Source: an optimization exercise on an open RTL-to-GDS flow (aim: small area and a short achievable clock period). Production flows keep margins and buffers that such runs may drop. RTL that was checked went through simulation tests only; none was proved equivalent to the original. No functional check of the RTL was part of runs 4 and 5. In runs 3 to 6 the design's own scripts or RTL, not TritonCTS, make the clock network. The flow treats the clock pin as an ideal source. Dropping or thinning the clock tree relies on that and would not hold on a real chip. Power is estimated from default activity; no workload was simulated.

`design/flow/config.mk`:
```
export PLATFORM = sky130hd
export DESIGN_NAME = k2mix_rxdec
export DESIGN_NICKNAME = k2mix_rxdec
export VERILOG_FILES = /design/flow/design.v
export SDC_FILE = /design/flow/constraint.sdc
export NUM_CORES = 4
export LEC_CHECK = 0
export CAP_MARGIN = 20
export CORE_MARGIN = 2
export CORE_UTILIZATION = 40
export PLACE_DENSITY = 0.6
export SLEW_MARGIN = 20
```
`design/flow/constraint.sdc`:
```
create_clock -name core_clock -period 10.0 [get_ports {clk}]
set_input_delay 2.0000 -clock core_clock [delete_from_list [all_inputs] [get_ports {clk}]]
set_output_delay 2.0000 -clock core_clock [all_outputs]
set_load 0.01 [all_outputs]
```
`design/flow/design.v`:
```
module k2mix_rxdec (
    input  wire        clk,
    input  wire        rst,         
    input  wire        in_valid,
    input  wire [7:0]  in_byte,
    input  wire        in_last,
    output reg         out_valid,
    output reg  [2:0]  out_st,
    output reg  [7:0]  out_cmd,
    output reg  [7:0]  out_plen,
    output reg  [2:0]  out_kind,
    output reg  [7:0]  out_node,
    output reg  [31:0] out_val
);
    localparam [7:0] START_BYTE            = 8'h02;
    localparam [7:0] STOP_BYTE             = 8'h03;
    localparam [7:0] CMD_GET_VALUES        = 8'h04;
    localparam [7:0] CMD_SET_DUTY          = 8'h05;
    localparam [7:0] CMD_SET_CURRENT       = 8'h06;
    localparam [7:0] CMD_SET_CURRENT_BRAKE = 8'h07;
    localparam [7:0] CMD_FORWARD           = 8'h22;
    localparam [2:0] ST_OK    = 3'd1;
    localparam [2:0] ST_SHORT = 3'd2;
    localparam [2:0] ST_START = 3'd3;
    localparam [2:0] ST_LEN   = 3'd4;
    localparam [2:0] ST_SIZE  = 3'd5;
    localparam [2:0] ST_STOP  = 3'd6;
    localparam [2:0] ST_CRC   = 3'd7;
    localparam [2:0] K_RAW = 3'd0, K_DUTY = 3'd1, K_CURRENT = 3'd2,
                     K_BRAKE = 3'd3, K_GETVALUES = 3'd4, K_ROUTED = 3'd5;
    localparam [8:0] POS0 = 9'd508;
    reg         v_r;        
    reg         l_r;        
    reg  [7:0]  b_r;
    always @(posedge clk) begin
        v_r <= in_valid & ~rst;
        l_r <= in_last;
        b_r <= in_byte;
    end
    reg  [8:0]  pos;
    reg  [15:0] crc;
    reg         b0ok;       
    reg         p2is5;      
    wire [15:0] crc_nx;
    wire [7:0]  cx = crc[15:8] ^ b_r;
    wire [7:0]  cy = cx ^ {4'd0, cx[7:4]};
    assign crc_nx = {crc[7:0], 8'd0} ^ {cy[3:0], 12'd0} ^ {3'd0, cy, 5'd0} ^ {8'd0, cy};
    wire at0 = (pos == POS0);
    wire at1 = (pos == POS0 + 9'd1);
    wire at2 = (pos == POS0 + 9'd2);
    wire at3 = (pos == POS0 + 9'd3);
    wire at4 = (pos == 9'd0);
    wire l5  = (out_plen == 8'd5);
    wire l7  = (out_plen == 8'd7);
    wire l1  = (out_plen == 8'd1);
    wire val_sh = (l5 & (at3 | (pos <= 9'd2))) | (l7 & (pos >= 9'd1) & (pos <= 9'd4));
    wire short_c = (pos[8] & pos[7]) | at4;
    wire size_ok = (pos == {1'b0, out_plen});
    reg  [2:0] st;
    always @(*) begin
        if (short_c)                st = ST_SHORT;
        else if (!b0ok)             st = ST_START;
        else if (out_plen == 8'd0)  st = ST_LEN;
        else if (!size_ok)          st = ST_SIZE;
        else if (b_r != STOP_BYTE) st = ST_STOP;
        else if (crc != 16'd0)      st = ST_CRC;
        else                        st = ST_OK;
    end
    wire ok = (st == ST_OK);
    reg [2:0] kind;
    always @(*) begin
        if (l5 && out_cmd == CMD_SET_DUTY)                 kind = K_DUTY;
        else if (l5 && out_cmd == CMD_SET_CURRENT)         kind = K_CURRENT;
        else if (l5 && out_cmd == CMD_SET_CURRENT_BRAKE)   kind = K_BRAKE;
        else if (l1 && out_cmd == CMD_GET_VALUES)          kind = K_GETVALUES;
        else if (l7 && out_cmd == CMD_FORWARD && p2is5)    kind = K_ROUTED;
        else                                               kind = K_RAW;
    end
    wire has_val = (kind == K_DUTY) | (kind == K_CURRENT) | (kind == K_BRAKE) | (kind == K_ROUTED);
    wire last = v_r & l_r;
    always @(posedge clk) begin
        if (rst) begin
            pos       <= POS0;
            out_valid <= 1'b0;
        end else begin
            out_valid <= last;
            if (v_r) begin
                if (l_r)
                    pos <= POS0;
                else if (!(pos[8] & !pos[7]))
                    pos <= pos + 9'd1;
            end
        end
    end
    always @(posedge clk) begin
        if (v_r) begin
            crc <= (at0 | at1) ? 16'd0 : crc_nx;
            if (at0) b0ok  <= (b_r == START_BYTE);
            if (at4) p2is5 <= (b_r == CMD_SET_DUTY);
        end
        out_st   <= st;
        out_kind <= ok ? kind : K_RAW;
        if (last) begin
            if (!ok) out_cmd  <= 8'd0;
            if (!ok) out_plen <= 8'd0;
            if (!(ok && kind == K_ROUTED)) out_node <= 8'd0;
            if (!(ok && has_val)) out_val <= 32'd0;
        end else if (v_r) begin
            if (at1) out_plen <= b_r;
            if (at2) out_cmd  <= b_r;
            if (at3) out_node <= b_r;
            if (val_sh) out_val <= {out_val[23:0], b_r};
        end
    end
endmodule
```
`design/flow/flow/run.sh`:
```
#!/bin/bash
# The standard layout, with the port buffers made of the smallest
# buffer (buf_1) instead of the one buffer_ports picks by default.
set -euo pipefail
bash standard.sh 'BUFFER_PORTS_ARGS=-buffer_cell sky130_fd_sc_hd__buf_1' SETUP_SLACK_MARGIN=7.2 finish > standard_flow.log 2>&1
```
`design/flow/standard.sh`:
```
#!/bin/bash
# synth_recipe.tcl (not shown) runs the flow's synth.tcl, then flattens the netlist and writes it again
# the make line also repeats each setting of config.mk as NAME=value (left out here)
make -C /OpenROAD-flow-scripts/flow DESIGN_CONFIG=/design/flow/config.mk WORK_HOME=/design/flow/orfs CLKGATE_MAP_FILE= SYNTH_SCRIPT=/design/flow/synth_recipe.tcl "${@:-finish}"
```
==> results of run 1 <==
[placed cells by master (no fill, tap or decap), drive strengths merged]
cell type | netlist | final
a31oi | 1 | 1
and4 | 2 | 2
dfxtp | 26 | 26
and3 | 3 | 3
buf | 2 | 54
a21o | 1 | 1
nand4 | 2 | 2
nor3 | 11 | 11
or4 | 2 | 2
o2111ai | 2 | 2
nand2 | 18 | 18
edfxtp | 74 | 74
a32oi | 1 | 1
o21ai | 9 | 10
nor4 | 10 | 10
a22o | 1 | 1
nand2b | 1 | 1
o21a | 2 | 2
or3 | 4 | 4
clkbuf | 6 | 53
o211ai | 1 | 1
clkinvlp | 0 | 2
nor2b | 6 | 6
nand3b | 2 | 2
ha | 5 | 5
nor3b | 3 | 3
xor2 | 12 | 12
a21oi | 9 | 9
nand3 | 9 | 9
or2 | 2 | 2
xnor2 | 21 | 21
o311ai | 1 | 1
inv | 8 | 9
clkinv | 0 | 4
and2 | 41 | 41
nor2 | 23 | 23
nor4b | 2 | 2
[metrics by stage]
| step | utilization, % | total power [mW] | cells |
|---|---|---|---|
| 2_1_floorplan | - | 0.5315 | 323 |
| 4_1_cts | 47.99 | 0.7775 | 558 |
| 3_3_place_gp | 45.30 | 0.5520 | 529 |
| 5_1_grt | 49.35 | 0.8014 | 566 |
| 3_5_place_dp | 45.30 | 0.5533 | 529 |
| 6_report | 49.35 | 0.7756 | 566 |
[cells in the mapped netlist (all sizes together) (2+ instances only)]
| library cell | n | area [sq um] |
|---|---|---|
| clkbuf | 6 | 22.52 |
| nand4 | 2 | 27.53 |
| nand3b | 2 | 15.01 |
| or2 | 2 | 12.52 |
| inv | 8 | 30.03 |
| and4 | 2 | 17.52 |
| nor3b | 3 | 22.52 |
| xor2 | 12 | 105.1 |
| o21ai | 9 | 45.04 |
| xnor2 | 21 | 183.9 |
| buf | 2 | 12.51 |
| or3 | 4 | 25.02 |
| nor3 | 11 | 71.32 |
| o2111ai | 2 | 17.52 |
| and3 | 3 | 18.77 |
| nor4b | 2 | 17.52 |
| edfxtp | 74 | 2222 |
| nor4 | 10 | 92.59 |
| nand3 | 9 | 45.04 |
| nand2 | 18 | 75.07 |
| and2 | 41 | 259.0 |
| ha | 5 | 62.56 |
| o21a | 2 | 16.27 |
| or4 | 2 | 18.77 |
| nor2 | 23 | 86.33 |
| nor2b | 6 | 37.54 |
| dfxtp | 26 | 520.5 |
| a21oi | 9 | 45.04 |
[cells by family (layout without fill, tap and decap cells)]
kind of cell | count (synthesis) | count (layout) | share of synthesized area, %
simple gates | 141 | 141 | 20.29
flops | 100 | 100 | 65.61
xor+xnor | 33 | 33 | 6.914
compound gates | 28 | 29 | 4.131
buf+inv | 16 | 122 | 1.556
fa+ha+maj | 5 | 5 | 1.497
[routing by layer]
layer / up-vias / wire [um]
met4: 0 / 133
met1: 1305 / 3968
met2: 57 / 4445
met5: - / 0
li1: 1353 / -
met3: 10 / 333
[timing repair]
action                     in CTS  in global routing
pin swaps                       0                  1
hold endpoints to repair        0                  0
setup endpoints to repair      63                 95
gates resized for setup        10                 49
setup buffers                  13                  7
cloned                          0                  1
[how the worst max path moves through the flow]
stage,end,depth (start not counted),start
2_1_floorplan,pos[4],2,rst
3_3_place_gp,pos[5],3,rst
3_5_place_dp,pos[4],3,rst
4_1_cts,out_plen[1],1,out_plen[1]
5_1_grt,out_plen[1],1,out_plen[1]
6_report,out_plen[2],1,out_plen[2]
[sequential cells by signal (all words and copies together), names as in the netlist]
name / cells
b0ok: 1
b_r: 8
crc: 16
l_r: 1
out_cmd: 8
out_kind: 3
out_node: 8
out_plen: 8
out_st: 3
out_val: 32
out_valid: 1
p2is5: 1
pos: 9
v_r: 1
[final cells by class]
type,count,area [sq um]
fill,927,5182
sequential,100,2744
multi-input combinational,208,1408
timing repair buffer,98,531.8
tap,136,170.2
clock buffer,9,123.9
clock inverter,7,41.29
inverter,8,30.03
[where the power goes]
group	internal (mW)	switching (mW)
Combinational	0.0323	0.0412
Clock	0.0887	0.138
Sequential	0.463	0.0122
Total	0.584	0.191
==> flow_metrics.py, run 1 <==
metrics = {
    "global_route": {
        "grt.met1_usage_pct": 20.51,
        "grt_first_pass_wirelength_um": 13320,
        "layer_with_the_highest_usage": "met2",
        "antenna_found_initial": 0,
        "groute.layer.met2.usage_pct": 25.09,
        "first_global_vias": 2552,
        "grt_util_met3_pct": 3.188,
        "grt_max_degree": 40,
        "global_route.overflow_total": 0,
        "grt_usage_pct": 15.78,
    },
    "setup_path": {
        "critical_path.startpoint_type": "flop",
        "critical_path_required_time_ns": 8.00,
        "timing.critical_path.slowest_cell_delay_ns": 0.45,
        "timing.rr.end": "out_val[0]",
        "reg2reg_slack_ns": 7.32,
        "maximum_fanout_along_the_worst_path": 2,
        "critPathSlowestCell": "sky130_fd_sc_hd__edfxtp_1",
        "crit_chain": "clkbuf_2",
        "crit_buf_inv": 1,
        "timing.critical_path.to_type": "output port",
        "r2r-start": "out_plen[1]",
        "criticalPathCategory": "reg2out",
        "worst-r2r-cell-count": 7,
        "arrival_ns": 0.97,
        "crit_family": "flip-flops",
    },
    "sta": {
        "slew_viol_final": 0,
        "hold-worst-slack_ns": 0.4818,
        "setup_slack_ns": 7.032,
        "maxSlewHeadroom_pct": 39.98,
        "hold_viol": 0,
        "setup_viol_count_final": 0,
        "maxClockFrequency_mhz": 337.0,
        "post-route-min-period_ns": 2.968,
        "worst_slew_pin_slew_ns": 0.8961,
        "grt_setup_unrepaired": "yes",
        "post-route-period-util_pct": 29.68,
        "fin_tns_setup_ns": 0,
        "clock_skew_ns": 0.01709,
    },
    "floorplan": {
        "fp-row-count": 37,
        "floorplan.die.height_um": 106.2,
        "design.core.area_sq_um": 10230,
        "die_width_um": 106.2,
        "initial_core_utilization_pct": 40.86,
        "design.portCount": 75,
        "die_area_sq_um": 11280,
    },
    "detailed_routing": {
        "drtPass1Iterations": 4,
        "drt_wl_total_um": 8881,
        "post_drt_wl_per_cell_um": 15.69,
        "post_drt_via_cell_ratio": 4.814,
        "final_antenna_net_count": 0,
        "post-route-drc-count": 0,
        "routed-via-count": 2725,
        "drt_iter0_drcs": 170,
    },
    "power_and_ir_drop": {
        "power_leakage_nw": 1.911,
        "max-vdd-ir-drop_mv": 0.05608,
        "pwr_density_cell_nw_per_um2": 153.6,
    },
    "yosys": {
        "syn-num-nets": 340,
        "synth_edf_count": 74,
        "yosys_warnings": 1,
        "syn_inst": 323,
        "synthFlopType": "sky130_fd_sc_hd__edfxtp_1",
        "postSynth.asyncResetShare_pct": 0,
        "post_synth.cell_area_avg_sq_um": 12.94,
        "ys_seq_area_share_pct": 65.61,
        "syn_std_cell_area_sq_um": 4180,
        "flops_latches_synth": 100,
        "ys_types": 46,
    },
    "hold_path": {
        "hold_path.startpoint": "b0ok",
        "whs_endpoint": "out_st[0]",
        "worstHoldPathCells": 1,
        "hold_path_class": "reg2reg",
    },
    "placement": {
        "buffer_ports.inserted": 74,
        "post-place-ws_ns": 7.170,
        "post_dp_cell_area_sq_um": 4634,
        "place.detailed.hpwl_um": 6065,
        "routabilityCongestion": 0.7811,
    },
    "clock_tree": {
        "worst_setup_hold_path_clk_slew_ns": 0.09,
        "clkLatencyLatePin_ns": 0.38,
        "ctsLongestPathBuffers": 2,
        "cts_tree": "yes",
        "numClockSinks": 100,
        "h-tree-depth": 3,
        "clk_root_buffer_cell": "sky130_fd_sc_hd__clkbuf_8",
        "cts_hold_buf": 0,
        "cts_buffers": 9,
    },
    "cells_and_area": {
        "finish.instance_area_sq_um": 5049,
        "antenna_cells_inserted": 0,
        "drive_gt1_share_pct": 25.12,
        "p_r_area_growth_vs_syn_pct": 20.77,
        "finalNetCount": 442,
    },
    "status": {
        "status": "timing/DRC/antenna clean",
    },
    "run": {
        "max_cap_viol_count": 0,
    },
}
==> run 2, diff against run 1 <==
==> design/flow/flow/run.sh (replaced) <==
#!/bin/bash
# The standard layout, with the port buffers made of the smallest
# buffer (buf_1) instead of the one buffer_ports picks by default.
set -euo pipefail
bash standard.sh 'BUFFER_PORTS_ARGS=-buffer_cell sky130_fd_sc_hd__buf_1' SETUP_SLACK_MARGIN=7.5 finish > standard_flow.log 2>&1
==> run 2 against run 1 <==
  * Still clean on timing, DRC and antenna
  * Clock skew decreased by 0.0046 ns
  * Total power increased by 1.5%
  * Fmax up 0.20%
  * Wire length decreased by 3.5%
  * Critical path type unchanged
  * Largest power group unchanged
==> flow_metrics.py, run 2 <==
metrics = {
    "status": {
        "status": "timing/DRC/antenna clean",
    },
    "clock_tree": {
        "numClockSinks": 100,
        "clk_root_buffer_cell": "sky130_fd_sc_hd__clkbuf_8",
        "worst_setup_hold_path_clk_slew_ns": 0.10,
        "h-tree-depth": 3,
        "cts_tree": "yes",
        "ctsLongestPathBuffers": 2,
        "clkLatencyLatePin_ns": 0.36,
        "cts_buffers": 9,
    },
    "sta": {
        "post-route-min-period_ns": 2.962,
        "grt_setup_unrepaired": "yes",
        "worst_slew_pin_slew_ns": 0.6599,
        "hold-worst-slack_ns": 0.4772,
        "slew_viol_final": 0,
        "hold_viol": 0,
        "fin_tns_setup_ns": 0,
        "post-route-period-util_pct": 29.62,
        "clock_skew_ns": 0.01246,
        "setup_viol_count_final": 0,
        "maxClockFrequency_mhz": 337.6,
        "maxSlewHeadroom_pct": 55.60,
    },
    "placement": {
        "routabilityCongestion": 0.7878,
        "place.detailed.hpwl_um": 5949,
        "buffer_ports.inserted": 74,
    },
    "yosys": {
        "ys_types": 46,
        "yosys_warnings": 1,
        "yosysMostFrequentCell": "sky130_fd_sc_hd__edfxtp_1",
        "synth_edf_count": 74,
        "ys_seq_area_share_pct": 65.61,
        "synth.area.top_cells": "sky130_fd_sc_hd__edfxtp_1 (53%), sky130_fd_sc_hd__dfxtp_1 (12%), sky130_fd_sc_hd__and2_1 (5.8%), sky130_fd_sc_hd__xnor2_1 (4.4%), sky130_fd_sc_hd__xor2_1 (2.5%)",
        "flops_latches_synth": 100,
        "syn_inst": 323,
        "postSynth.asyncResetShare_pct": 0,
        "synthFlopType": "sky130_fd_sc_hd__edfxtp_1",
        "synthDominantAreaCellType": "sky130_fd_sc_hd__edfxtp_1",
        "syn-num-nets": 340,
        "yosysTopAreaCellShare_pct": 53.16,
        "post_synth.cell_area_avg_sq_um": 12.94,
        "syn_std_cell_area_sq_um": 4180,
        "ys_top_cells_by_count": "sky130_fd_sc_hd__edfxtp_1 (74), sky130_fd_sc_hd__and2_1 (39), sky130_fd_sc_hd__dfxtp_1 (26)",
    },
    "global_route": {
        "grt_first_pass_wirelength_um": 13280,
        "first_global_vias": 2557,
        "antenna_found_initial": 0,
        "grt_max_degree": 41,
        "global_route.overflow_total": 0,
        "grt_usage_pct": 15.54,
    },
    "setup_path": {
        "critical_path_required_time_ns": 8.00,
        "critPathSlowestCell": "sky130_fd_sc_hd__edfxtp_1",
        "maximum_fanout_along_the_worst_path": 2,
        "crit_buf_inv": 1,
        "timing.critical_path.slowest_cell_delay_ns": 0.46,
        "critical_path.startpoint_type": "flop",
        "crit_chain": "buf_1",
        "timing.critical_path.to_type": "output port",
        "crit_family": "flip-flops",
        "criticalPathCategory": "reg2out",
        "arrival_ns": 0.96,
    },
    "cells_and_area": {
        "drive_gt1_share_pct": 26.23,
        "area.sequential_sq_um": 2745,
        "p_r_area_growth_vs_syn_pct": 21.58,
        "finish.utilization_pct": 49.68,
        "largest_register_ff_count": 32,
        "finalNetCount": 439,
        "mostFrequentLayoutCell": "sky130_fd_sc_hd__edfxtp_1",
        "filler_cell_count": 916,
        "largestRegisters": "out_val: 32 flops, crc: 16 flops, pos: 9 flops",
        "antenna_cells_inserted": 0,
        "registers.top_by_ff_count": "out_val",
        "final_cell_mix": "sky130_fd_sc_hd__edfxtp_1 (74), sky130_fd_sc_hd__clkbuf_2 (42), sky130_fd_sc_hd__and2_1 (39), sky130_fd_sc_hd__dfxtp_1 (24), sky130_fd_sc_hd__nor2_1 (23)",
        "multi_input_comb_area_sq_um": 1420,
    },
    "detailed_routing": {
        "post_drt_via_cell_ratio": 4.865,
        "drt_wl_total_um": 8567,
        "drtPass1Iterations": 4,
        "post_drt_wl_per_cell_um": 15.22,
        "routed-via-count": 2739,
        "post-route-drc-count": 0,
        "drt_iter0_drcs": 165,
        "final_antenna_net_count": 0,
    },
    "power_and_ir_drop": {
        "max-vdd-ir-drop_mv": 0.06923,
        "report.power.total_uw": 787.0,
        "power_leakage_nw": 1.891,
        "pwr_density_cell_nw_per_um2": 154.8,
    },
    "floorplan": {
        "floorplan.die.height_um": 106.2,
        "fp-row-count": 37,
        "die_area_sq_um": 11280,
        "die_width_um": 106.2,
        "initial_core_utilization_pct": 40.86,
        "design.portCount": 75,
        "design.core.area_sq_um": 10230,
    },
    "hold_path": {
        "hold_path_class": "reg2reg",
    },
    "run": {
        "max_cap_viol_count": 0,
    },
}
==> run 2: final timing paths <==
check	start	to	slack, ns	cells after the start
max	out_plen[1]	out_plen[1]	7.04	1
min	b0ok	out_st[0]	0.48	1
max reg2reg	out_plen[2]	out_node[0]	7.63	7
min reg2reg	b0ok	out_st[0]	0.48	1
==> run 2: final cells by class <==
cell class                      instances  share of cell area (%)
Sequential cell                       100                   54.01
Multi-Input combinational cell        207                   27.94
Timing Repair Buffer                   96                   10.44
Tap cell                              136                   3.348
Clock buffer                            9                   2.437
Clock inverter                          7                   1.231
Inverter                                8                  0.5908
==> run 2: where the power goes <==
part | switching [mW] | internal, mW
registers | 0.0118 | 0.463
logic | 0.0417 | 0.0323
clock network | 0.144 | 0.0938
total | 0.198 | 0.589
==> run 2: kinds of logic after synthesis <==
group / Yosys count / share of synthesized area, %
and+or+nand+nor: 141 / 20.29
DFF: 100 / 65.61
xor gates and xnor gates: 33 / 6.914
AOI/OAI and AO/OA: 28 / 4.131
buffers and inverters: 16 / 1.556
adders and majority gates: 5 / 1.497
==> run 2: timing repair <==
item,CTS,global route
pin swaps,0,0
endpoints found under the setup margin,111,103
setup buffers,15,4
hold buffers,0,0
resized for setup,15,50
hold endpoints to repair,0,0
==> run 2: stage by stage <==
stage	std cells	instance area, sq um	setup WS (ns)
final	563	5082	7.038
after CTS	559	4956	7.022
after detailed placement	528	4623	7.302
after global routing	563	5082	7.001
after floorplan	323	4188	7.516
after global placement	528	4623	7.289
==> run 2: layer usage <==
layer	track usage (%)	part of all wire (%)	vias to the layer above
met2	23.58	48	73
met4	6.297	1.7	0
met3	3.127	3.8	14
met5	0	0	-
met1	21.90	47	1301
li1	-	-	1351
==> run 3, diff against run 2 <==
==> design/flow/flow/run.sh (replaced) <==
#!/bin/bash
# The standard layout, with two changes:
# - the port buffers are made of the smallest buffer (buf_1) instead of the
#   one buffer_ports picks by default;
# - the clock tree is one level of clock buffers (cts.tcl) instead of
#   ORFS's CTS step, for a shorter clock insertion delay.
set -euo pipefail
here=$(pwd)
ARGS=('BUFFER_PORTS_ARGS=-buffer_cell sky130_fd_sc_hd__buf_1')
bash standard.sh "${ARGS[@]}" place > flow_place.log 2>&1
RES=$(ls -d "$here"/orfs/results/*/k2mix_rxdec/base)
RES=$RES NBUF=${NBUF:-4} BUFCELL=${BUFCELL:-sky130_fd_sc_hd__clkbuf_16} \
  openroad -no_init -exit "$here/flow/cts.tcl" > flow_cts.log 2>&1
cp "$RES/4_1_cts.odb" "$RES/4_cts.odb"
cp "$RES/3_place.sdc" "$RES/4_cts.sdc"
bash standard.sh "${ARGS[@]}" finish > flow_finish.log 2>&1
==> design/flow/flow/cts.tcl (new file) <==
# A one-level clock tree: the clock port drives NBUF clock buffers, each
# placed at the centre of a group of nearby flip-flops (k-means on their
# placed positions) and driving that group's clock pins. Replaces ORFS's
# CTS step; reads 3_place.odb and writes 4_1_cts.odb.
set R $::env(RES)
set P $::env(FLOW_HOME)/platforms/sky130hd
set nbuf $::env(NBUF)
set bufcell $::env(BUFCELL)
read_db $R/3_place.odb
read_liberty $P/lib/sky130_fd_sc_hd__tt_025C_1v80.lib
read_sdc $R/3_place.sdc
source $P/setRC.tcl

set db [ord::get_db]
set block [ord::get_db_block]
set clknet [$block findNet clk]
set sinks {}
foreach it [$clknet getITerms] {
  lappend sinks $it
}
puts "clock sinks: [llength $sinks]"

# positions
set xs {}; set ys {}
foreach it $sinks {
  set b [[$it getInst] getBBox]
  lappend xs [expr {([$b xMin] + [$b xMax]) / 2.0}]
  lappend ys [expr {([$b yMin] + [$b yMax]) / 2.0}]
}
set n [llength $sinks]

# k-means, seeded with sinks spread along the sorted x+y order
set order [lsort -real -indices [lmap x $xs y $ys {expr {$x + $y}}]]
set cx {}; set cy {}
for {set k 0} {$k < $nbuf} {incr k} {
  set i [lindex $order [expr {int(($k + 0.5) * $n / $nbuf)}]]
  lappend cx [lindex $xs $i]; lappend cy [lindex $ys $i]
}
set cap [expr {int(ceil(double($n) / $nbuf)) + 2}]
for {set iter 0} {$iter < 50} {incr iter} {
  # balanced assignment: nearest centre with room, sinks in order of
  # their best distance
  set pairs {}
  for {set i 0} {$i < $n} {incr i} {
    for {set k 0} {$k < $nbuf} {incr k} {
      set d [expr {abs([lindex $xs $i] - [lindex $cx $k]) + abs([lindex $ys $i] - [lindex $cy $k])}]
      lappend pairs [list $d $i $k]
    }
  }
  set pairs [lsort -real -index 0 $pairs]
  set asg [lrepeat $n -1]
  set cnt [lrepeat $nbuf 0]
  foreach p $pairs {
    lassign $p d i k
    if {[lindex $asg $i] >= 0} continue
    if {[lindex $cnt $k] >= $cap} continue
    lset asg $i $k
    lset cnt $k [expr {[lindex $cnt $k] + 1}]
  }
  set sx [lrepeat $nbuf 0.0]; set sy [lrepeat $nbuf 0.0]
  for {set i 0} {$i < $n} {incr i} {
    set k [lindex $asg $i]
    lset sx $k [expr {[lindex $sx $k] + [lindex $xs $i]}]
    lset sy $k [expr {[lindex $sy $k] + [lindex $ys $i]}]
  }
  set moved 0
  for {set k 0} {$k < $nbuf} {incr k} {
    set c [lindex $cnt $k]
    if {$c == 0} continue
    set nx [expr {[lindex $sx $k] / $c}]; set ny [expr {[lindex $sy $k] / $c}]
    if {abs($nx - [lindex $cx $k]) > 1 || abs($ny - [lindex $cy $k]) > 1} { set moved 1 }
    lset cx $k $nx; lset cy $k $ny
  }
  if {!$moved} break
}
puts "groups: $cnt"

set master [$db findMaster $bufcell]
for {set k 0} {$k < $nbuf} {incr k} {
  set inst [odb::dbInst_create $block $master "clkbuf_cts_$k"]
  set net [odb::dbNet_create $block "clk_cts_$k"]
  $net setSigType CLOCK
  [$inst findITerm A] connect $clknet
  [$inst findITerm X] connect $net
  $inst setLocation [expr {int([lindex $cx $k])}] [expr {int([lindex $cy $k])}]
  $inst setPlacementStatus PLACED
  set nets($k) $net
}
for {set i 0} {$i < $n} {incr i} {
  set it [lindex $sinks $i]
  $it disconnect
  $it connect $nets([lindex $asg $i])
}

detailed_placement
check_placement -verbose
estimate_parasitics -placement
set_propagated_clock [all_clocks]
report_clock_skew
report_checks -path_delay max -group_path_count 3
report_checks -path_delay min -group_path_count 1
report_worst_slack -max
report_worst_slack -min
write_db $R/4_1_cts.odb
==> run 3 against run 2 <==
  * First-iteration DRC count is 4.2% lower
  * Sequential power hardly changed
  * Total power is 9.6% lower
  * Largest cell class unchanged
  * Combinational power is 11% lower
  * Sequential cell count stayed put
  * Worst setup slack better by 0.063 ns
  * Clock power is 29% lower
  * Hold slack better by 0.0014 ns
  * Critical path type unchanged
  * Synthesized cell count stayed put
  * Clock skew hardly changed
  * Utilization is 3.4 points lower
==> flow_metrics.py, run 3 <==
metrics = {
    "status": {
        "status": "timing/DRC/antenna clean",
    },
    "floorplan": {
        "floorplan.die.height_um": 106.2,
        "design.portCount": 75,
        "design.core.area_sq_um": 10230,
        "die_area_sq_um": 11280,
        "initial_core_utilization_pct": 40.86,
        "die_width_um": 106.2,
        "fp-row-count": 37,
    },
    "cells_and_area": {
        "multi_input_comb_area_sq_um": 1384,
        "final_cell_mix": "sky130_fd_sc_hd__edfxtp_1 (74), sky130_fd_sc_hd__buf_1 (74), sky130_fd_sc_hd__and2_1 (39), sky130_fd_sc_hd__dfxtp_1 (26), sky130_fd_sc_hd__nor2_1 (23)",
        "area.sequential_sq_um": 2743,
        "final-instance-count-excl-fill": 533,
        "antenna_cells_inserted": 0,
        "finalNetCount": 416,
        "largest_register_ff_count": 32,
        "registers.top_by_ff_count": "out_val",
        "largestRegisters": "out_val: 32 flops, crc: 16 flops, pos: 9 flops",
        "drive_gt1_share_pct": 5.290,
        "p_r_area_growth_vs_syn_pct": 13.26,
        "filler_cell_count": 945,
        "finish.instance_area_sq_um": 4735,
    },
    "power_and_ir_drop": {
        "power_leakage_nw": 1.594,
        "p_comb_share_pct": 9.3,
        "share_clk_of_total_power_pct": 23.7,
        "p_int_uw": 564.4,
        "pwr_density_cell_nw_per_um2": 150.3,
        "power.switching_fraction_pct": 20.67,
        "report.power.total_uw": 711.4,
        "power.sequential.fraction_pct": 67.0,
        "p_switching_uw": 147.1,
        "max-vdd-ir-drop_mv": 0.09996,
    },
    "yosys": {
        "yosysMostFrequentCell": "sky130_fd_sc_hd__edfxtp_1",
        "ys_seq_area_share_pct": 65.61,
        "synth.area.top_cells": "sky130_fd_sc_hd__edfxtp_1 (53%), sky130_fd_sc_hd__dfxtp_1 (12%), sky130_fd_sc_hd__and2_1 (5.8%), sky130_fd_sc_hd__xnor2_1 (4.4%), sky130_fd_sc_hd__xor2_1 (2.5%)",
        "yosys_warnings": 1,
        "synthDominantAreaCellType": "sky130_fd_sc_hd__edfxtp_1",
        "syn-num-nets": 340,
        "yosysTopAreaCellShare_pct": 53.16,
        "syn_inst": 323,
        "post_synth.cell_area_avg_sq_um": 12.94,
        "ys_top_cells_by_count": "sky130_fd_sc_hd__edfxtp_1 (74), sky130_fd_sc_hd__and2_1 (39), sky130_fd_sc_hd__dfxtp_1 (26)",
        "postSynth.asyncResetShare_pct": 0,
        "synthFlopType": "sky130_fd_sc_hd__edfxtp_1",
        "syn_std_cell_area_sq_um": 4180,
        "synth_edf_count": 74,
        "ys_types": 46,
        "flops_latches_synth": 100,
    },
    "sta": {
        "maxClockFrequency_mhz": 345.0,
        "fin_tns_setup_ns": 0,
        "hold_viol": 0,
        "post-route-min-period_ns": 2.899,
        "maxSlewHeadroom_pct": 36.05,
        "clock_skew_ns": 0.01296,
        "post-route-period-util_pct": 28.99,
        "setup_viol_count_final": 0,
        "slew_viol_final": 0,
        "setup_slack_ns": 7.101,
        "grt_setup_unrepaired": "no",
        "worst_slew_pin_slew_ns": 0.9556,
    },
    "placement": {
        "place.detailed.hpwl_um": 6134,
        "routabilityCongestion": 0.7733,
        "post-place-ws_ns": 7.192,
        "post_dp_cell_area_sq_um": 4634,
        "buffer_ports.inserted": 74,
        "dp.cells": 529,
    },
    "setup_path": {
        "maximum_fanout_along_the_worst_path": 8,
        "timing.critical_path.to_type": "output port",
        "arrival_ns": 0.90,
        "critical_path_required_time_ns": 8.00,
        "crit_chain": "buf_1",
        "timing.critical_path.slowest_cell_delay_ns": 0.55,
        "criticalPathCategory": "reg2out",
        "worst-r2r-cell-count": 5,
        "crit_family": "flip-flops",
        "critical_path.startpoint_type": "flop",
        "crit_buf_inv": 1,
        "number_of_cells_on_the_critical_path": 1,
        "critPathSlowestCell": "sky130_fd_sc_hd__edfxtp_1",
    },
    "detailed_routing": {
        "drtPass1Iterations": 4,
        "routed-via-count": 2559,
        "post_drt_via_cell_ratio": 4.801,
        "post_drt_wl_per_cell_um": 15.20,
        "post-route-drc-count": 0,
        "final_antenna_net_count": 0,
        "drt_iter0_drcs": 158,
        "drt_wl_total_um": 8103,
    },
    "clock_tree": {
        "clkLatencyLatePin_ns": 0.16,
        "worst_setup_hold_path_clk_slew_ns": 0.09,
    },
    "global_route": {
        "grt_max_degree": 40,
        "antenna_found_initial": 0,
        "grt_first_pass_wirelength_um": 12580,
        "grt_usage_pct": 13.94,
        "first_global_vias": 2371,
        "global_route.overflow_total": 0,
    },
    "run": {
        "max_cap_viol_count": 0,
    },
    "hold_path": {
        "hold_path_class": "reg2reg",
        "worstHoldPathCells": 1,
    },
}
run 3: cell counts after synthesis:
Identical to the previous run, type by type.
run 3: final cells by class:
| class | instances | area share (%) |
|---|---|---|
| Buffer | 4 | 2.114 |
| Inverter | 8 | 0.6342 |
| Multi-Input combinational cell | 207 | 29.23 |
| Sequential cell | 100 | 57.93 |
| Tap cell | 136 | 3.594 |
| Timing Repair Buffer | 78 | 6.501 |
run 3: layer usage:
layer  vias up  global-route usage, %  part of all wire (%)  wire (um)
li1       1297                      -                     -          -
met1      1212                  20.14                    46       3742
met2        44                  24.08                    49       3961
met3         6                 0.9810                   3.9        318
met4         0                  1.222                   1.0         81
met5         -                      0                     0          0
run 3: cell families after synthesis:
group	count (synthesis)	share of synthesized area, %
flip-flops	100	65.61
adder cells (fa/ha/maj)	5	1.497
buffers and inverters	16	1.556
XOR/XNOR	33	6.914
AO/OA/AOI/OAI	28	4.131
AND/OR/NAND/NOR	141	20.29
run 3: final timing paths:
path	end	from	slack [ns]
worst min-delay path	out_st[0]	b0ok	0.48
worst min register to register	out_st[0]	b0ok	0.48
worst max register to register	out_val[26]	pos[8]	7.41
worst max-delay path	out_plen[2]	out_plen[2]	7.10
run 3: through the flow:
stage / utilization, % / hold WS, ns
2_1_floorplan: - / 0.4213
3_5_place_dp: 45.30 / 0.4722
5_1_grt: 46.28 / 0.4945
3_3_place_gp: 45.30 / 0.4790
6_report: 46.28 / 0.4786
run 3: power by group through the flow:
stage | Combinational, mW | Clock, mW | Sequential, mW
after detailed placement | 0.0669 | 0 | 0.486
after floorplan | 0.0456 | 0 | 0.486
after global routing | 0.0739 | 0.188 | 0.479
after global placement | 0.0662 | 0 | 0.486
final | 0.0661 | 0.169 | 0.477
==> run 4, diff against run 3 <==
--- a/design/flow/design.v
+++ b/design/flow/design.v
@@ -78,38 +78,35 @@
     end
     wire has_val = (kind == K_DUTY) | (kind == K_CURRENT) | (kind == K_BRAKE) | (kind == K_ROUTED);
     wire last = v_r & l_r;
+    wire take = v_r & ~l_r;             
+    wire pos_sat  = pos[8] & ~pos[7];
+    wire pos_set  = rst | last;
+    wire pos_inc  = ~rst & take & ~pos_sat;
+    wire pos_keep = ~pos_set & ~pos_inc;
+    wire [8:0] pos_p1 = pos + 9'd1;
     always @(posedge clk) begin
-        if (rst) begin
-            pos       <= POS0;
-            out_valid <= 1'b0;
-        end else begin
-            out_valid <= last;
-            if (v_r) begin
-                if (l_r)
-                    pos <= POS0;
-                else if (!(pos[8] & !pos[7]))
-                    pos <= pos + 9'd1;
-            end
-        end
+        pos       <= ({9{pos_set}} & POS0) | ({9{pos_inc}} & pos_p1) | ({9{pos_keep}} & pos);
+        out_valid <= ~rst & last;
     end
+    wire crc_ld   = v_r & ~(at0 | at1);
+    wire b0_ld    = v_r & at0;
+    wire p2_ld    = v_r & at4;
+    wire plen_ld  = take & at1;
+    wire cmd_ld   = take & at2;
+    wire node_ld  = take & at3;
+    wire val_ld   = take & val_sh;
+    wire res_keep = ~last | ok;                        
+    wire node_keep = ~last | (ok & (kind == K_ROUTED));
+    wire val_keep  = ~last | (ok & has_val);
     always @(posedge clk) begin
-        if (v_r) begin
-            crc <= (at0 | at1) ? 16'd0 : crc_nx;
-            if (at0) b0ok  <= (b_r == START_BYTE);
-            if (at4) p2is5 <= (b_r == CMD_SET_DUTY);
-        end
+        crc      <= ({16{crc_ld}} & crc_nx) | ({16{~v_r}} & crc);
+        b0ok     <= (b0_ld & (b_r == START_BYTE)) | (~b0_ld & b0ok);
+        p2is5    <= (p2_ld & (b_r == CMD_SET_DUTY)) | (~p2_ld & p2is5);
         out_st   <= st;
         out_kind <= ok ? kind : K_RAW;
-        if (last) begin
-            if (!ok) out_cmd  <= 8'd0;
-            if (!ok) out_plen <= 8'd0;
-            if (!(ok && kind == K_ROUTED)) out_node <= 8'd0;
-            if (!(ok && has_val)) out_val <= 32'd0;
-        end else if (v_r) begin
-            if (at1) out_plen <= b_r;
-            if (at2) out_cmd  <= b_r;
-            if (at3) out_node <= b_r;
-            if (val_sh) out_val <= {out_val[23:0], b_r};
-        end
+        out_plen <= ({8{plen_ld}} & b_r) | ({8{~plen_ld & res_keep}} & out_plen);
+        out_cmd  <= ({8{cmd_ld}} & b_r)  | ({8{~cmd_ld & res_keep}} & out_cmd);
+        out_node <= ({8{node_ld}} & b_r) | ({8{~node_ld & node_keep}} & out_node);
+        out_val  <= ({32{val_ld}} & {out_val[23:0], b_r}) | ({32{~val_ld & val_keep}} & out_val);
     end
 endmodule
==> run 4 against run 3 <==
  * Total power up 1.5%
  * Register-to-register slack improved by 0.14 ns
  * Highest routed layer unchanged
  * Wire length increased by 18%
  * Worst setup slack worse by 0.24 ns
  * Clock skew increased by 0.0029 ns
  * Utilization is 0.92 points lower
  * Critical path depth grew 4
  * Final cell count rose by 15%
  * Global-route usage increased by 2.4 points
  * Fmax is 7.8% lower
  * Synthesized cell count up 30%
==> flow_metrics.py, run 4 <==
metrics = {
    "sta": {
        "clock_skew_ns": 0.01582,
        "post-route-min-period_ns": 3.143,
        "post-route-period-util_pct": 31.43,
        "worst_slew_pin_slew_ns": 0.8495,
        "maxClockFrequency_mhz": 318.2,
        "slew_viol_final": 0,
        "hold_viol": 0,
        "hold-worst-slack_ns": 0.5058,
        "grt_setup_unrepaired": "no",
        "fin_tns_setup_ns": 0,
        "setup_viol_count_final": 0,
        "maxSlewHeadroom_pct": 43.19,
    },
    "setup_path": {
        "critical_path_required_time_ns": 10.03,
        "timing.critical_path.slowest_cell_delay_ns": 0.60,
        "crit_chain": "buf_1, nor4_1, nand3_1, xor2_1, nand2_1",
        "maximum_fanout_along_the_worst_path": 6,
        "criticalPathCategory": "in2reg",
        "critical_path.startpoint_type": "primary input",
        "timing.critical_path.to_type": "flop",
        "critPathSlowestCell": "sky130_fd_sc_hd__nor4_1",
        "worst_setup_path_startpoint": "rst",
        "crit_family": "simple AND/OR/NAND/NOR gates",
        "arrival_ns": 3.18,
        "crit_buf_inv": 1,
        "r2r-start": "pos[3]",
    },
    "yosys": {
        "syn_inst": 420,
        "synth.area.top_cells": "sky130_fd_sc_hd__dfxtp_1 (47%), sky130_fd_sc_hd__mux2i_1 (14%), sky130_fd_sc_hd__xnor2_1 (5.7%), sky130_fd_sc_hd__a21oi_1 (5.0%), sky130_fd_sc_hd__o22ai_1 (2.4%)",
        "ys_seq_area_share_pct": 48.37,
        "ys_top_cells_by_count": "sky130_fd_sc_hd__dfxtp_1 (98), sky130_fd_sc_hd__mux2i_1 (57), sky130_fd_sc_hd__a21oi_1 (42)",
        "post_synth.cell_area_avg_sq_um": 9.953,
        "syn-num-nets": 437,
        "yosys_warnings": 1,
        "yosysTopAreaCellShare_pct": 46.93,
        "syn_std_cell_area_sq_um": 4180,
        "flops_latches_synth": 100,
        "ys_types": 42,
        "synth_edf_count": 2,
        "yosysMostFrequentCell": "sky130_fd_sc_hd__dfxtp_1",
        "postSynth.asyncResetShare_pct": 0,
        "synthFlopType": "sky130_fd_sc_hd__dfxtp_1",
        "synthDominantAreaCellType": "sky130_fd_sc_hd__dfxtp_1",
    },
    "floorplan": {
        "design.core.area_sq_um": 10230,
        "initial_core_utilization_pct": 40.86,
        "floorplan.die.height_um": 106.2,
        "fp-row-count": 37,
        "design.portCount": 75,
        "die_area_sq_um": 11280,
        "die_width_um": 106.2,
    },
    "placement": {
        "place.detailed.hpwl_um": 6828,
        "buffer_ports.inserted": 74,
        "dp.cells": 611,
        "routabilityCongestion": 0.8615,
    },
    "cells_and_area": {
        "finalNetCount": 498,
        "antenna_cells_inserted": 0,
        "final_cell_mix": "sky130_fd_sc_hd__dfxtp_1 (98), sky130_fd_sc_hd__buf_1 (74), sky130_fd_sc_hd__mux2i_1 (57), sky130_fd_sc_hd__a21oi_1 (42), sky130_fd_sc_hd__xnor2_1 (27)",
        "largest_register_ff_count": 32,
        "mostFrequentLayoutCell": "sky130_fd_sc_hd__dfxtp_1",
        "largestRegisters": "out_val: 32 flops, crc: 16 flops, pos: 9 flops",
        "registers.top_by_ff_count": "out_val",
        "multi_input_comb_area_sq_um": 1966,
        "area.sequential_sq_um": 2022,
        "drive_gt1_share_pct": 3.132,
        "filler_cell_count": 1022,
        "final-instance-count-excl-fill": 615,
        "p_r_area_growth_vs_syn_pct": 11.01,
    },
    "global_route": {
        "grt_max_degree": 41,
        "global_route.overflow_total": 0,
        "grt_usage_pct": 16.34,
        "antenna_found_initial": 0,
        "grt_first_pass_wirelength_um": 15300,
        "first_global_vias": 2921,
    },
    "power_and_ir_drop": {
        "pwr_density_cell_nw_per_um2": 155.6,
        "max-vdd-ir-drop_mv": 0.1623,
        "power_leakage_nw": 2.067,
    },
    "detailed_routing": {
        "final_antenna_net_count": 0,
        "drt_iter0_drcs": 143,
        "drt_wl_total_um": 9593,
        "post_drt_wl_per_cell_um": 15.60,
        "post-route-drc-count": 0,
        "post_drt_via_cell_ratio": 5.193,
        "routed-via-count": 3194,
        "drtPass1Iterations": 4,
    },
    "hold_path": {
        "hold_path_class": "reg2reg",
        "hold_path.startpoint": "crc[7]",
    },
    "status": {
        "status": "timing/DRC/antenna clean",
    },
    "run": {
        "max_cap_viol_count": 0,
    },
    "clock_tree": {
        "worst_setup_hold_path_clk_slew_ns": 0.10,
        "clkLatencyLatePin_ns": 0.16,
    },
}
[run 4: final timing paths]
| path | end | slack (ns) | cells after the start |
|---|---|---|---|
| hold / removal | crc[7] | 0.51 | 2 |
| setup reg to reg | out_cmd[4] | 7.55 | 5 |
| setup / recovery | pos[5] | 6.86 | 5 |
| hold reg to reg | crc[7] | 0.51 | 2 |
[run 4: worst register-to-register path: cells and delay by family, from the launching register on]
family          cells  cell delay (ns)
compound gates      1             0.66
flops               1             0.40
simple gates        4             1.25
[run 4: cells by family after synthesis]
kind of cell,synth area share (%)
buffers and inverters,4.699
multiplexers,13.65
flip-flops,48.37
adder cells (fa/ha/maj),1.497
AND/OR/NAND/NOR,14.01
XOR/XNOR,7.752
AO/OA/AOI/OAI,10.03
[run 4: area by class of cell]
cell class / instances / area share, %
Inverter: 22 / 1.779
Multi-Input combinational cell: 276 / 42.36
Buffer: 4 / 2.157
Timing Repair Buffer: 77 / 6.471
Tap cell: 136 / 3.667
Sequential cell: 100 / 43.57
[run 4: through the flow]
step / util [%] / cell area [sq um] / power [mW] / setup slack [ns]
6_report: 45.36 / 4641 / 0.7222 / 6.857
5_1_grt: 45.36 / 4641 / 0.7590 / 6.689
3_5_place_dp: 44.34 / 4537 / 0.5597 / 6.704
3_3_place_gp: 44.34 / 4537 / 0.5563 / 6.732
2_1_floorplan: - / 4180 / 0.5338 / 7.017
[run 4: routing by layer]
layer	GRT usage, %	up-vias	share of wire (%)
li1	-	1589	-
met4	2.538	0	1.5
met1	23.80	1529	48
met2	26.88	65	46
met5	0	-	0
met3	1.410	11	4.0
[run 4: report_power, final]
part	total [mW]	internal, mW	switching (mW)
clock network	0.172	0.0735	0.0980
logic	0.107	0.0537	0.0530
registers	0.444	0.418	0.0255
==> run 5, diff against run 4 <==
--- a/design/flow/design.v
+++ b/design/flow/design.v
@@ -84,8 +84,10 @@
     wire pos_inc  = ~rst & take & ~pos_sat;
     wire pos_keep = ~pos_set & ~pos_inc;
     wire [8:0] pos_p1 = pos + 9'd1;
+    wire [8:0] pos_nx;
+    k2mix_sel2 #(9) u_pos (.a(pos_inc), .b(pos_keep), .x(pos_p1), .y(pos), .z(pos_nx));
     always @(posedge clk) begin
-        pos       <= ({9{pos_set}} & POS0) | ({9{pos_inc}} & pos_p1) | ({9{pos_keep}} & pos);
+        pos       <= pos_nx | ({9{pos_set}} & POS0);
         out_valid <= ~rst & last;
     end
     wire crc_ld   = v_r & ~(at0 | at1);
@@ -95,18 +97,36 @@
     wire cmd_ld   = take & at2;
     wire node_ld  = take & at3;
     wire val_ld   = take & val_sh;
-    wire res_keep = ~last | ok;                        
+    wire res_keep  = ~last | ok;                        
     wire node_keep = ~last | (ok & (kind == K_ROUTED));
     wire val_keep  = ~last | (ok & has_val);
+    wire [15:0] crc_d;
+    wire [7:0]  plen_d, cmd_d, node_d;
+    wire [31:0] val_d;
+    wire [1:0]  flag_d;
+    k2mix_sel2 #(16) u_crc  (.a(crc_ld),  .b(~v_r),                  .x(crc_nx),   .y(crc),      .z(crc_d));
+    k2mix_sel2 #(8)  u_plen (.a(plen_ld), .b(~plen_ld & res_keep),   .x(b_r),      .y(out_plen), .z(plen_d));
+    k2mix_sel2 #(8)  u_cmd  (.a(cmd_ld),  .b(~cmd_ld & res_keep),    .x(b_r),      .y(out_cmd),  .z(cmd_d));
+    k2mix_sel2 #(8)  u_node (.a(node_ld), .b(~node_ld & node_keep),  .x(b_r),      .y(out_node), .z(node_d));
+    k2mix_sel2 #(32) u_val  (.a(val_ld),  .b(~val_ld & val_keep),    .x({out_val[23:0], b_r}), .y(out_val), .z(val_d));
     always @(posedge clk) begin
-        crc      <= ({16{crc_ld}} & crc_nx) | ({16{~v_r}} & crc);
+        crc      <= crc_d;
         b0ok     <= (b0_ld & (b_r == START_BYTE)) | (~b0_ld & b0ok);
         p2is5    <= (p2_ld & (b_r == CMD_SET_DUTY)) | (~p2_ld & p2is5);
         out_st   <= st;
         out_kind <= ok ? kind : K_RAW;
-        out_plen <= ({8{plen_ld}} & b_r) | ({8{~plen_ld & res_keep}} & out_plen);
-        out_cmd  <= ({8{cmd_ld}} & b_r)  | ({8{~cmd_ld & res_keep}} & out_cmd);
-        out_node <= ({8{node_ld}} & b_r) | ({8{~node_ld & node_keep}} & out_node);
-        out_val  <= ({32{val_ld}} & {out_val[23:0], b_r}) | ({32{~val_ld & val_keep}} & out_val);
+        out_plen <= plen_d;
+        out_cmd  <= cmd_d;
+        out_node <= node_d;
+        out_val  <= val_d;
     end
 endmodule
+module k2mix_sel2 #(parameter W = 8) (
+    input  wire         a,
+    input  wire         b,
+    input  wire [W-1:0] x,
+    input  wire [W-1:0] y,
+    output wire [W-1:0] z
+);
+    assign z = ({W{a}} & x) | ({W{b}} & y);
+endmodule
--- a/design/flow/config.mk
+++ b/design/flow/config.mk
@@ -10,3 +10,5 @@
 export CORE_UTILIZATION = 40
 export PLACE_DENSITY = 0.6
 export SLEW_MARGIN = 20
+export SYNTH_HIERARCHICAL = 1
+export SYNTH_MINIMUM_KEEP_SIZE = 0
==> run 5 against run 4 <==
  * Die area down 3.9%
  * Global-route usage down 0.54 points
  * Via count down 9.2%
  * Worst setup slack worse by 0.042 ns
  * Final cell count down 12%
  * Clock power about the same
  * First-iteration DRC count up 41%
  * Register-to-register slack worse by 0.41 ns
==> flow_metrics.py, run 5 <==
metrics = {
    "placement": {
        "post-place-ws_ns": 6.668,
        "routabilityCongestion": 0.7641,
        "buffer_ports.inserted": 74,
        "place.detailed.hpwl_um": 6353,
        "post_dp_cell_area_sq_um": 4257,
    },
    "power_and_ir_drop": {
        "p_switching_uw": 225.7,
        "max-vdd-ir-drop_mv": 0.2083,
        "power.switching_fraction_pct": 27.09,
        "power.sequential.fraction_pct": 57.9,
        "p_comb_share_pct": 21.5,
        "power_leakage_nw": 1.619,
        "pwr_density_cell_nw_per_um2": 191.2,
        "p_int_uw": 607.4,
        "share_clk_of_total_power_pct": 20.6,
    },
    "run": {
        "max_cap_viol_count": 0,
    },
    "sta": {
        "post-route-min-period_ns": 3.184,
        "slew_viol_final": 0,
        "setup_viol_count_final": 0,
        "clock_skew_ns": 0.01940,
        "hold_viol": 0,
        "maxSlewHeadroom_pct": 30.30,
        "fin_tns_setup_ns": 0,
        "maxClockFrequency_mhz": 314.1,
        "setup_slack_ns": 6.816,
        "grt_setup_unrepaired": "no",
        "worst_slew_pin_slew_ns": 1.042,
        "post-route-period-util_pct": 31.84,
    },
    "cells_and_area": {
        "largestRegisters": "out_val: 32 flops, crc: 16 flops, pos: 9 flops",
        "finish.instance_area_sq_um": 4357,
        "filler_cell_count": 959,
        "mostFrequentLayoutCell": "sky130_fd_sc_hd__dfxtp_1",
        "largest_register_ff_count": 32,
        "final_cell_mix": "sky130_fd_sc_hd__dfxtp_1 (98), sky130_fd_sc_hd__buf_1 (74), sky130_fd_sc_hd__a22o_1 (73), sky130_fd_sc_hd__xnor2_1 (22), sky130_fd_sc_hd__xor2_1 (16)",
        "antenna_cells_inserted": 0,
        "finalNetCount": 429,
        "registers.top_by_ff_count": "out_val",
        "p_r_area_growth_vs_syn_pct": 8.643,
        "drive_gt1_share_pct": 5.854,
    },
    "detailed_routing": {
        "drt_iter0_drcs": 202,
        "routed-via-count": 2899,
        "post_drt_via_cell_ratio": 5.339,
        "final_antenna_net_count": 0,
        "drt_wl_total_um": 9061,
        "post-route-drc-count": 0,
        "drtPass1Iterations": 4,
        "post_drt_wl_per_cell_um": 16.69,
    },
    "clock_tree": {
        "clkLatencyLatePin_ns": 0.16,
        "worst_setup_hold_path_clk_slew_ns": 0.10,
    },
    "setup_path": {
        "critical_path.startpoint_type": "primary input",
        "crit_chain": "buf_1, nor3_1, a22o_1, nand2b_1",
        "critPathSlowestCell": "sky130_fd_sc_hd__nor3_1",
        "reg2reg_slack_ns": 7.14,
        "criticalPathCategory": "in2reg",
        "maximum_fanout_along_the_worst_path": 9,
        "r2r-start": "b_r[5]",
        "timing.rr.end": "out_node[7]",
        "arrival_ns": 3.28,
        "timing.critical_path.to_type": "flop",
        "critical_path_required_time_ns": 10.10,
        "timing.critical_path.slowest_cell_delay_ns": 0.79,
        "worst-r2r-cell-count": 6,
    },
    "yosys": {
        "post_synth.cell_area_avg_sq_um": 11.39,
        "postSynth.asyncResetShare_pct": 0,
        "syn_std_cell_area_sq_um": 4010,
        "yosysTopAreaCellShare_pct": 48.92,
        "flops_latches_synth": 100,
        "synth_edf_count": 2,
        "yosys_warnings": 7,
        "ys_seq_area_share_pct": 50.42,
        "syn-num-nets": 369,
        "syn_inst": 352,
        "synth.area.top_cells": "sky130_fd_sc_hd__dfxtp_1 (49%), sky130_fd_sc_hd__a22o_1 (16%), sky130_fd_sc_hd__xnor2_1 (4.8%), sky130_fd_sc_hd__buf_6 (4.5%), sky130_fd_sc_hd__xor2_1 (3.5%)",
        "ys_top_cells_by_count": "sky130_fd_sc_hd__dfxtp_1 (98), sky130_fd_sc_hd__a22o_1 (73), sky130_fd_sc_hd__xnor2_1 (22)",
        "synthFlopType": "sky130_fd_sc_hd__dfxtp_1",
        "ys_types": 44,
        "yosysMostFrequentCell": "sky130_fd_sc_hd__dfxtp_1",
        "synthDominantAreaCellType": "sky130_fd_sc_hd__dfxtp_1",
    },
    "hold_path": {
        "whs_endpoint": "out_val[25]",
        "hold_path_class": "reg2reg",
        "hold_path.startpoint": "out_val[25]",
        "worstHoldPathCells": 1,
    },
    "floorplan": {
        "initial_core_utilization_pct": 41.03,
        "die_width_um": 104.1,
        "fp-row-count": 36,
        "design.core.area_sq_um": 9774,
        "die_area_sq_um": 10840,
        "design.portCount": 75,
        "floorplan.die.height_um": 104.1,
    },
    "global_route": {
        "grt_max_degree": 34,
        "global_route.overflow_total": 0,
        "antenna_found_initial": 0,
        "grt_first_pass_wirelength_um": 14570,
        "first_global_vias": 2726,
        "grt_usage_pct": 15.80,
    },
    "status": {
        "status": "timing/DRC/antenna clean",
    },
}
## run 5: cell types whose count changed in the layout (fill, tap and decap cells not counted), sizes merged, moves of 6 or more
cell / before / now
a22o: 0 / 81
xor2: 10 / 16
mux2i: 57 / 0
inv: 22 / 6
o22ai: 16 / 0
a21oi: 42 / 4
nand2b: 3 / 9
nand2: 18 / 12
nor2: 24 / 12
nand4: 9 / 3
## run 5: area by class of cell
cell class | instances | area, sq um | share of cell area (%)
tap | 133 | 166.4 | 3.820
timing repair buffer | 76 | 292.8 | 6.720
sequential | 100 | 2022 | 46.41
inverter | 6 | 22.52 | 0.5169
buffer | 4 | 100.1 | 2.298
multi-input combinational | 224 | 1753 | 40.24
## run 5: how the worst max path moves through the flow
stage	from	to	cells past startpoint
floorplan	rst	pos[7]	4
global placement	rst	pos[5]	4
detailed placement	rst	pos[4]	4
global route	rst	pos[4]	4
finish	rst	pos[4]	4
## run 5: worst max-delay path, delay by kind of cell
kind                   cells  cell delay (ns)
AOI/OAI and AO/OA          1             0.27
buffers and inverters      1             0.12
and+or+nand+nor            2             0.89
## run 5: metrics by stage
stage / total power, mW / hold WS, ns / cells / util [%]
3_5_place_dp: 0.6672 / 0.4578 / 539 / 43.55
3_3_place_gp: 0.6652 / 0.4494 / 539 / 43.55
2_1_floorplan: 0.6355 / 0.4385 / 352 / -
5_1_grt: 0.8739 / 0.4948 / 543 / 44.57
6_report: 0.8331 / 0.4793 / 543 / 44.57
## run 5: cells by family (layout without fill, tap and decap cells)
group / Yosys count / after routing / synth area share [%]
adders and majority gates: 5 / 5 / 1.560
buffers and inverters: 28 / 86 / 6.022
xor gates and xnor gates: 38 / 38 / 8.299
DFF: 100 / 100 / 50.42
AOI/OAI and AO/OA: 99 / 99 / 21.56
and+or+nand+nor: 82 / 82 / 12.14
## run 5: metal layers
metal / track usage [%] / part of all wire [%] / up-vias
met5: 0 / 0 / -
met4: 1.255 / 0.72 / 0
met3: 1.566 / 4.0 / 5
met2: 26.97 / 46 / 78
met1: 22.59 / 49 / 1393
li1: - / - / 1423
## run 5: power groups by stage
stage | sequential [mW] | clock [mW] | combinational (mW)
2_1_floorplan | 0.476 | 0 | 0.159
3_3_place_gp | 0.490 | 0 | 0.175
3_5_place_dp | 0.491 | 0 | 0.176
5_1_grt | 0.488 | 0.189 | 0.196
6_report | 0.482 | 0.172 | 0.179
==> run 6, diff against run 5 <==
--- a/design/flow/design.v
+++ b/design/flow/design.v
@@ -32,7 +32,9 @@
     reg         v_r;        
     reg         l_r;        
     reg  [7:0]  b_r;
+    reg         rst_r;      
     always @(posedge clk) begin
+        rst_r <= rst;
         v_r <= in_valid & ~rst;
         l_r <= in_last;
         b_r <= in_byte;
@@ -80,8 +82,8 @@
     wire last = v_r & l_r;
     wire take = v_r & ~l_r;             
     wire pos_sat  = pos[8] & ~pos[7];
-    wire pos_set  = rst | last;
-    wire pos_inc  = ~rst & take & ~pos_sat;
+    wire pos_set  = rst_r | last;
+    wire pos_inc  = take & ~pos_sat;
     wire pos_keep = ~pos_set & ~pos_inc;
     wire [8:0] pos_p1 = pos + 9'd1;
     wire [8:0] pos_nx;
==> run 6 against run 5 <==
  * First-iteration DRC count fell by 24%
  * Largest power group unchanged
  * Hold slack better by 0.00078 ns
  * Critical endpoint is now out_node[2]
  * Fmax increased by 8.9%
  * Highest routed layer unchanged
==> flow_metrics.py, run 6 <==
metrics = {
    "setup_path": {
        "worst_setup_path_startpoint": "pos[6]",
        "criticalPathCategory": "reg2reg",
        "timing.critical_path.to_type": "flop",
        "worst-r2r-cell-count": 6,
        "r2r-start": "pos[6]",
        "reg2reg_slack_ns": 7.08,
        "arrival_ns": 3.03,
        "worst_setup_endpoint": "out_node[2]",
        "maximum_fanout_along_the_worst_path": 8,
        "critical_path_required_time_ns": 10.11,
        "critical_path.startpoint_type": "flop",
        "timing.rr.end": "out_node[2]",
    },
    "power_and_ir_drop": {
        "max-vdd-ir-drop_mv": 0.09918,
        "power_leakage_nw": 1.611,
        "pwr_density_cell_nw_per_um2": 194.9,
    },
    "sta": {
        "maxSlewHeadroom_pct": 47.16,
        "fin_tns_setup_ns": 0,
        "grt_setup_unrepaired": "no",
        "hold_viol": 0,
        "setup_slack_ns": 7.077,
        "worst_slew_pin_slew_ns": 0.7890,
        "post-route-min-period_ns": 2.923,
        "clock_skew_ns": 0.01882,
        "setup_viol_count_final": 0,
        "post-route-period-util_pct": 29.23,
        "maxClockFrequency_mhz": 342.1,
        "slew_viol_final": 0,
    },
    "yosys": {
        "ys_seq_area_share_pct": 51.35,
        "syn_inst": 357,
        "synthDominantAreaCellType": "sky130_fd_sc_hd__dfxtp_1",
        "yosysTopAreaCellShare_pct": 49.84,
        "yosys_warnings": 7,
        "synthFlopType": "sky130_fd_sc_hd__dfxtp_1",
        "syn-num-nets": 374,
        "ys_top_cells_by_count": "sky130_fd_sc_hd__dfxtp_1 (99), sky130_fd_sc_hd__a22o_1 (73), sky130_fd_sc_hd__xnor2_1 (25)",
        "ys_types": 40,
        "postSynth.asyncResetShare_pct": 0,
        "flops_latches_synth": 101,
        "synth_edf_count": 2,
        "syn_std_cell_area_sq_um": 3976,
        "yosysMostFrequentCell": "sky130_fd_sc_hd__dfxtp_1",
        "post_synth.cell_area_avg_sq_um": 11.14,
        "synth.area.top_cells": "sky130_fd_sc_hd__dfxtp_1 (50%), sky130_fd_sc_hd__a22o_1 (16%), sky130_fd_sc_hd__xnor2_1 (5.5%), sky130_fd_sc_hd__buf_6 (3.7%), sky130_fd_sc_hd__xor2_1 (2.9%)",
    },
    "cells_and_area": {
        "final_cell_mix": "sky130_fd_sc_hd__dfxtp_1 (99), sky130_fd_sc_hd__buf_1 (74), sky130_fd_sc_hd__a22o_1 (73), sky130_fd_sc_hd__xnor2_1 (25), sky130_fd_sc_hd__nor2_1 (17)",
        "finalNetCount": 434,
        "largest_register_ff_count": 32,
        "filler_cell_count": 988,
        "largestRegisters": "out_val: 32 flops, crc: 16 flops, pos: 9 flops",
        "registers.top_by_ff_count": "out_val",
        "mostFrequentLayoutCell": "sky130_fd_sc_hd__dfxtp_1",
        "p_r_area_growth_vs_syn_pct": 9.408,
        "finish.instance_area_sq_um": 4350,
        "antenna_cells_inserted": 0,
        "drive_gt1_share_pct": 4.337,
        "final-instance-count-excl-fill": 548,
    },
    "detailed_routing": {
        "post_drt_via_cell_ratio": 5.265,
        "post_drt_wl_per_cell_um": 16.20,
        "drt_wl_total_um": 8877,
        "drt_iter0_drcs": 154,
        "post-route-drc-count": 0,
        "drtPass1Iterations": 4,
        "final_antenna_net_count": 0,
        "routed-via-count": 2885,
    },
    "clock_tree": {
        "clkLatencyLatePin_ns": 0.17,
        "worst_setup_hold_path_clk_slew_ns": 0.10,
    },
    "placement": {
        "buffer_ports.inserted": 74,
        "post-place-ws_ns": 6.837,
        "routabilityCongestion": 0.8464,
        "place.detailed.hpwl_um": 6257,
        "post_dp_cell_area_sq_um": 4242,
        "dp.cells": 543,
    },
    "floorplan": {
        "design.core.area_sq_um": 9729,
        "fp-row-count": 36,
        "die_area_sq_um": 10750,
        "floorplan.die.height_um": 103.7,
        "design.portCount": 75,
        "initial_core_utilization_pct": 40.87,
        "die_width_um": 103.7,
    },
    "global_route": {
        "grt_first_pass_wirelength_um": 14230,
        "antenna_found_initial": 0,
        "global_route.overflow_total": 0,
        "grt_usage_pct": 15.46,
        "grt_max_degree": 34,
        "first_global_vias": 2702,
    },
    "status": {
        "status": "timing/DRC/antenna clean",
    },
    "hold_path": {
        "hold_path_class": "reg2reg",
    },
    "run": {
        "max_cap_viol_count": 0,
    },
}
[run 6: changes by cell type in the layout (fill, tap and decap cells not counted), moves of 3 or more]
| cell | delta |
|---|---|
| sky130_fd_sc_hd__nor2_1 | +5 |
| sky130_fd_sc_hd__nor4_1 | -4 |
| sky130_fd_sc_hd__o21ai_0 | -3 |
| sky130_fd_sc_hd__or4_1 | +3 |
| sky130_fd_sc_hd__xnor2_1 | +3 |
| sky130_fd_sc_hd__xor2_1 | -3 |
[run 6: logic make-up after synthesis]
kind of cell               count (synthesis)  synth area share (%)
buffers and inverters                     28                 5.507
and+or+nand+nor                           88                 12.37
DFF                                      101                 51.35
AOI/OAI and AO/OA                         97                 20.83
xor gates and xnor gates                  38                 8.370
adders and majority gates                  5                 1.573
[run 6: worst min path at each step]
| stage | startpoint | endpoint | slack [ns] | depth (start not counted) |
|---|---|---|---|---|
| 2_1_floorplan | flop | out_st[0] | 0.42 | 1 |
| 3_3_place_gp | out_val[28] | out_val[28] | 0.45 | 1 |
| 3_5_place_dp | out_val[24] | out_val[24] | 0.45 | 1 |
| 5_1_grt | out_val[26] | out_val[26] | 0.49 | 1 |
| 6_report | out_node[0] | out_node[0] | 0.48 | 1 |
[run 6: layer usage]
metal | global-route usage [%] | wire [um]
met5 | 0 | 0
met4 | 2.317 | 139
met3 | 1.447 | 452
met2 | 25.02 | 4021
met1 | 22.94 | 4263
[run 6: metrics by stage]
step | total power, mW | util (%) | hold WS (ns)
2_1_floorplan | 0.6443 | - | 0.4214
3_3_place_gp | 0.6771 | 43.60 | 0.4506
3_5_place_dp | 0.6782 | 43.60 | 0.4526
5_1_grt | 0.8919 | 44.71 | 0.4913
6_report | 0.8478 | 44.71 | 0.4801
[run 6: where the power goes]
group / internal, mW / total (mW) / leakage [nW] / switching (mW)
clock: 0.0737 / 0.176 / 0.0493 / 0.102
sequential: 0.443 / 0.486 / 0.825 / 0.0435
combinational: 0.100 / 0.186 / 0.737 / 0.0861
total: 0.616 / 0.848 / 1.61 / 0.231
[run 6: critical path, stage by stage, from the launching register on]
cell and delay, ns:
sky130_fd_sc_hd__dfxtp_1 0.38, sky130_fd_sc_hd__xor2_1 0.19, sky130_fd_sc_hd__nor4_1 0.57, sky130_fd_sc_hd__nand4b_1 0.28, sky130_fd_sc_hd__or4_1 0.59, sky130_fd_sc_hd__a31oi_1 0.63
sky130_fd_sc_hd__a22o_1 0.24
[run 6: layout make-up]
type	instances	area [sq um]	share of cell area [%]
flip-flops and latches	101	2042	46.94
multi-input cells	228	1723	39.60
repair buffers	77	300.3	6.903
well taps	133	166.4	3.825
plain buffers	4	100.1	2.301
inverters	5	18.77	0.4314

==> static timing again, ports no longer ideal <==
In the flow no input, the clock included, has a driving cell. The finished layouts below were timed again as built, in two steps.
Step 1 assumes that a clkbuf_16 drives the clock port and a buf_2 every other input.
Step 2 moves the port delays by t, midway between the first and last clock arrival at a register: inputs arrive t later, outputs are due t later. That takes back most of the time a late clock gives input paths.
Three values: ideal ports, drivers, drivers and shift; two values: the first two.
run	t, ns	slack for setup (ns)	hold WS [ns]	clock arrival spread, ns
run 1	0.399	7.032 / 7.000 / 7.184	0.482 / 0.482 / 0.482	0.018 / 0.018
run 2	0.384	7.038 / 7.007 / 7.335	0.477 / 0.477 / 0.477	0.013 / 0.012
run 3	0.232	7.101 / 7.022 / 7.212	0.479 / 0.479 / 0.479	0.013 / 0.013
run 4	0.239	6.857 / 6.921 / 6.682	0.506 / 0.506 / 0.506	0.016 / 0.016
run 5	0.229	6.816 / 6.873 / 6.643	0.479 / 0.479 / 0.479	0.020 / 0.019
run 6	0.238	7.077 / 7.000 / 7.077	0.480 / 0.480 / 0.480	0.019 / 0.019
After both steps setup and hold are still met in every run listed. For run 4, which loses most, drivers alone change the setup slack by +0.064 ns; drivers and shift together by -0.175 ns.
